What follows belongs to an exercise in optimizing a design on an open flow for small area and few clock cycles; a production flow would make more cautious choices.
Function was checked by simulation only, so behaviour that the tests miss may differ from the original.
No activity file was given, so power comes from the tool's default toggle rates.

// lasc_ctrl
module lasc_ctrl (
    input  wire        clk,
    input  wire        rst,           
    input  wire        op_valid,
    input  wire [31:0] op_word,
    output wire        op_ready,
    output wire        rsp_valid,
    output wire [1:0]  rsp_code,      
    output reg         act_valid,
    output reg  [3:0]  act_kind,
    output reg  [15:0] act_data,
    input  wire [7:0]  st_rdata,
    input  wire        st_wfail,
    output reg         booted,
    output reg  [2:0]  mode,
    output reg         scan_active,
    output reg         scan_done,
    output reg  [1:0]  scan_result,
    output reg         flash_armed,
    output wire [7:0]  intensity,
    output reg         ind,
    output reg         cfg_err,
    output wire [13:0] patch,
    output wire [13:0] work,
    output reg  [3:0]  channel,
    output reg  [2:0]  range,
    output reg         zero_based
);
Settings: LEC_CHECK=0, CAP_MARGIN=20, CORE_MARGIN=2, CORE_UTILIZATION=40, PLACE_DENSITY=0.6, SLEW_MARGIN=20; clock period 10.0 ns.
run.sh (not shown) runs the stock make flow with config.mk's settings and CLKGATE_MAP_FILE= SYNTH_SCRIPT=/design/flow/synth_recipe.tcl, a recipe that flattens the netlist after the stock synthesis.
The first run passed the timing, design-rule and antenna checks.
Testbench counts at the start, summed over its fixed seeds: cycles 277,456.
Edit:
==> flow/flow/run.sh (new file) <==
#!/bin/bash
# The standard layout (standard.sh), with two changes to how the layout is made:
#  - ABC maps the logic for area (flow/abc_map.script) instead of the speed script;
#    registers are mapped before ABC runs, so they are the standard synthesis's own;
#  - the port buffers are the smallest buffer cell.
set -euo pipefail
cd "$(dirname "$0")/.."
rm -rf scripts_area
cp -r "$FLOW_HOME/scripts" scripts_area
cp flow/abc_map.script scripts_area/abc_speed.script
export SCRIPTS_DIR="$PWD/scripts_area"
export BUFFER_PORTS_ARGS="-buffer_cell sky130_fd_sc_hd__buf_1"
bash standard.sh > standard_flow.log 2>&1
==> flow/flow/abc_map.script (new file) <==
&get -n
&st
&dc2
&dch -f
&nf -R 1000 -p -F 8 -A 8 -C 32
&st
&dc2
&dch -f
&nf -R 1000 -p -F 8 -A 8 -C 32
&put
==> flow/standard.sh (new file) <==
#!/bin/bash
# synth_recipe.tcl (not shown) runs the flow's synth.tcl, then flattens the netlist and writes it again
# the make line also repeats each setting of config.mk as NAME=value (left out here)
make -C /OpenROAD-flow-scripts/flow DESIGN_CONFIG=/design/flow/config.mk WORK_HOME=/design/flow/orfs CLKGATE_MAP_FILE= SYNTH_SCRIPT=/design/flow/synth_recipe.tcl "${@:-finish}"
--- a/flow/config.mk
+++ b/flow/config.mk
@@ -10,2 +10,3 @@
 export CORE_UTILIZATION = 40
+export CTS_BUF_LIST = sky130_fd_sc_hd__clkbuf_8
 export PLACE_DENSITY = 0.6
removed: flow/run.sh
Effect:
- routed wire length fell by about a fifth
- cell count falls by a few percent
- worst setup slack improved by 740 ps
- power drops by roughly a tenth
- final area is lower by roughly a tenth
- area after synthesis goes down by roughly a tenth
- die area drops by roughly a tenth

========
Setup of v46:
lasc_ctrl, a different RTL version from the one above (not shown whole).
Size: about 210 flip-flops, roughly 11000 um^2 of cells after synthesis.
// lasc_ctrl
module lasc_ctrl (
    input  wire        clk,
    input  wire        rst,           
    input  wire        op_valid,
    input  wire [31:0] op_word,
    output wire        op_ready,
    output wire        rsp_valid,
    output wire [1:0]  rsp_code,      
    output reg         act_valid,
    output reg  [3:0]  act_kind,
    output reg  [15:0] act_data,
    input  wire [7:0]  st_rdata,
    input  wire        st_wfail,
    output reg         booted,
    output reg  [2:0]  mode,
    output reg         scan_active,
    output reg         scan_done,
    output reg  [1:0]  scan_result,
    output reg         flash_armed,
    output wire [7:0]  intensity,
    output reg         ind,
    output reg         cfg_err,
    output wire [13:0] patch,
    output wire [13:0] work,
    output reg  [3:0]  channel,
    output reg  [2:0]  range,
    output reg         zero_based
);
clock: 10.0 ns
lec_check: 0
cap_margin: 20
core_margin: 2
core_utilization: 40
gpl_timing_driven: 0
place_density: 0.6
slew_margin: 20
standard.sh (not shown) runs the stock make flow with config.mk's settings and CLKGATE_MAP_FILE= SYNTH_SCRIPT=/design/flow/synth_recipe.tcl, a recipe that flattens the netlist after the stock synthesis.
==> flow/flow/run.sh <==
#!/bin/bash
# The standard layout (standard.sh), with these changes to how the layout is made:
#  - ABC maps all logic, adders included, for area (flow/abc_map.script) instead of
#    the speed script and the adder cell map; registers are mapped before ABC runs,
#    so they are the standard synthesis's own;
#  - the port buffers are the smallest buffer cell;
#  - clock tree: clkbuf_8 buffers, small sink clusters, no dummy loads.
set -euo pipefail
cd "$(dirname "$0")/.."
rm -rf scripts_area
cp -r "$FLOW_HOME/scripts" scripts_area
cp flow/abc_map.script scripts_area/abc_speed.script
export SCRIPTS_DIR="$PWD/scripts_area"
export ADDER_MAP_FILE=
export BUFFER_PORTS_ARGS="-buffer_cell sky130_fd_sc_hd__buf_1"
export CTS_ARGS="-sink_clustering_enable -repair_clock_nets -dont_use_dummy_load -sink_clustering_size 16 -sink_clustering_max_diameter 60 -buf_list sky130_fd_sc_hd__clkbuf_8"
bash standard.sh > standard_flow.log 2>&1
==> flow/flow/abc_map.script <==
&get -n
&st
&deepsyn -T 20
&dc2
&dch -f
&nf -R 1000 -p -F 8 -A 8 -C 32
&st
&dc2
&dch -f
&nf -R 1000 -p -F 8 -A 8 -C 32
&put
v46: full flow OK, the timing, design-rule and antenna checks passed
Testbench counts of v46, summed over its fixed seeds: cycles 277,456.
--- input diff v46..v53 ---
Settings: changing PLACE_DENSITY from 0.6 to 0.85; removing GPL_TIMING_DRIVEN (formerly 0); changing CAP_MARGIN from 20 to 0; changing SLEW_MARGIN from 20 to 0; changing CORE_UTILIZATION from 40 to 70.
diff --git a/flow/flow/run.sh b/flow/flow/run.sh
--- a/flow/flow/run.sh
+++ b/flow/flow/run.sh
@@ -5,5 +5,5 @@
 #    so they are the standard synthesis's own;
 #  - the port buffers are the smallest buffer cell;
-#  - clock tree: clkbuf_8 buffers, small sink clusters, no dummy loads.
+#  - clock tree: clkbuf_4 buffers under a clkbuf_8 root, small sink clusters, no dummy loads.
 set -euo pipefail
 cd "$(dirname "$0")/.."
@@ -14,4 +14,4 @@
 export ADDER_MAP_FILE=
 export BUFFER_PORTS_ARGS="-buffer_cell sky130_fd_sc_hd__buf_1"
-export CTS_ARGS="-sink_clustering_enable -repair_clock_nets -dont_use_dummy_load -sink_clustering_size 16 -sink_clustering_max_diameter 60 -buf_list sky130_fd_sc_hd__clkbuf_8"
+export CTS_ARGS="-sink_clustering_enable -repair_clock_nets -dont_use_dummy_load -sink_clustering_size 12 -sink_clustering_max_diameter 40 -buf_list sky130_fd_sc_hd__clkbuf_4 -root_buf sky130_fd_sc_hd__clkbuf_8"
 bash standard.sh > standard_flow.log 2>&1
==> notes.md <==
- v53 vs v46: total of clock buffers placed in the layout up by more than 10%
- | final setup skew | v53 vs v46 | ≈ equal |
- Relative to v46, the maximum number of pins on one net before global-route repair measured on v53 has increased by more than 10%.
- Setup slack of the critical path after layout (lower): v46
- Any difference in part of the power in combinational logic between v46 and v53 is small enough to ignore.
- Fmax: v53 above v46
- From v46 to v53 the numbers moved as follows: via count of the first global-routing pass increased 1.0%, full die area now sits lower, area growth from synthesis to final layout lower.
#### Input delta (v9 over v53)
Settings: swapping 0 for 20 in SLEW_MARGIN; swapping 0.85 for 0.6 in PLACE_DENSITY; swapping 70 for 40 in CORE_UTILIZATION; swapping 0 for 20 in CAP_MARGIN.
==> flow/flow/run.sh <==
#!/bin/bash
# The standard layout (standard.sh), with these changes to how the layout is made:
#  - ABC maps all logic, adders included, for area (flow/abc_map.script) instead of
#    the speed script and the adder cell map; registers are mapped before ABC runs,
#    so they are the standard synthesis's own;
#  - the port buffers are the smallest buffer cell.
set -euo pipefail
cd "$(dirname "$0")/.."
rm -rf scripts_area
cp -r "$FLOW_HOME/scripts" scripts_area
cp flow/abc_map.script scripts_area/abc_speed.script
export SCRIPTS_DIR="$PWD/scripts_area"
export ADDER_MAP_FILE=
export BUFFER_PORTS_ARGS="-buffer_cell sky130_fd_sc_hd__buf_1"
bash standard.sh > standard_flow.log 2>&1
==> flow/flow/abc_map.script <==
&get -n
&st
&dc2
&dch -f
&nf -R 1000 -p -F 8 -A 8 -C 32
&st
&dc2
&dch -f
&nf -R 1000 -p -F 8 -A 8 -C 32
&put
==> comparison <==
Every run in the comparison, v9 and v53, completed the flow with a clean layout. Cell with the largest stage delay on the worst path: sky130_fd_sc_hd__nor2b_1 -> v9, sky130_fd_sc_hd__a21oi_1 -> v53. According to the power report, total power for v9 is higher than for v53. v9 vs. v53: area after synthesis higher, ratio of final minimum period to clock period higher, filler cell count in the final layout higher.
The inputs of v13 differ from those of v9 as listed below.
diff --git a/flow/flow/run.sh b/flow/flow/run.sh
--- a/flow/flow/run.sh
+++ b/flow/flow/run.sh
@@ -4,5 +4,6 @@
 #    the speed script and the adder cell map; registers are mapped before ABC runs,
 #    so they are the standard synthesis's own;
-#  - the port buffers are the smallest buffer cell.
+#  - the port buffers are the smallest buffer cell;
+#  - clock tree: clkbuf_8 buffers, small sink clusters, no dummy loads.
 set -euo pipefail
 cd "$(dirname "$0")/.."
@@ -13,3 +14,4 @@
 export ADDER_MAP_FILE=
 export BUFFER_PORTS_ARGS="-buffer_cell sky130_fd_sc_hd__buf_1"
+export CTS_ARGS="-sink_clustering_enable -repair_clock_nets -dont_use_dummy_load -sink_clustering_size 16 -sink_clustering_max_diameter 60 -buf_list sky130_fd_sc_hd__clkbuf_8"
 bash standard.sh > standard_flow.log 2>&1
==> flow/flow/abc_map.script <==
&get -n
&st
&deepsyn -T 20
&dc2
&dch -f
&nf -R 1000 -p -F 8 -A 8 -C 32
&st
&dc2
&dch -f
&nf -R 1000 -p -F 8 -A 8 -C 32
&put
Result: PASS for each of v13 and v9. Achievable frequency delta for v13 relative to v9: 4.3% higher. Relative to v9, number of buffers created by CTS has decreased by 13% in v13. v13 vs. v9: met1 wire length higher; headroom to the max-slew limit lower; total vias in the final route lower. As of v13, instance count of the mapped netlist had fallen by a few percent compared to v9. Combined area of all synthesized cells improves in v13 relative to v9. Per the comparison of v13 with v9, total power consumption of the routed design now sits lower; sequential cell count now sits at about the same level; largest vdd supply drop now sits lower.

-- afterwards: timing with drivers on the ports --
The flow's constraints put no driver on any port. The routed layouts listed below were extracted and timed again, unchanged, in two steps.
Step 1 (the two cells are an assumption about what drives the block):
set clk [get_ports {clk}]
set_driving_cell -lib_cell sky130_fd_sc_hd__clkbuf_16 $clk
set_driving_cell -lib_cell sky130_fd_sc_hd__buf_2 [delete_from_list [all_inputs] $clk]
Step 2 times the ports against the registers' clock, not the clock port: input delays grow and output delays shrink by t, the midpoint of the rising clock arrivals with the driver on.
Three values: no drivers, after step 1, after step 2; two values: the first two.
run	t, ns	setup slack, ns	clock arrival spread, ns	slew at the worst register clock pin (ns)	pins driven straight from the clock port
the first run of note 1	0.588	0.756 / 0.732 / 0.732	0.010 / 0.010	0.07 / 0.07	1
the second run of note 1	0.579	1.491 / 1.470 / 1.470	0.020 / 0.019	0.06 / 0.06	1
v46	0.564	0.550 / 0.530 / 0.530	0.053 / 0.053	0.10 / 0.10	1
v53	0.558	1.541 / 1.520 / 1.520	0.052 / 0.053	0.12 / 0.12	1
v9	0.565	0.936 / 0.914 / 0.914	0.026 / 0.026	0.06 / 0.06	1
v13	0.561	1.308 / 1.288 / 1.288	0.049 / 0.049	0.10 / 0.10	1
After both steps every run listed still meets setup and hold. The setup slack of the first run of note 1, which loses most, moves by -0.024 ns with the drivers and by -0.024 ns with both steps.
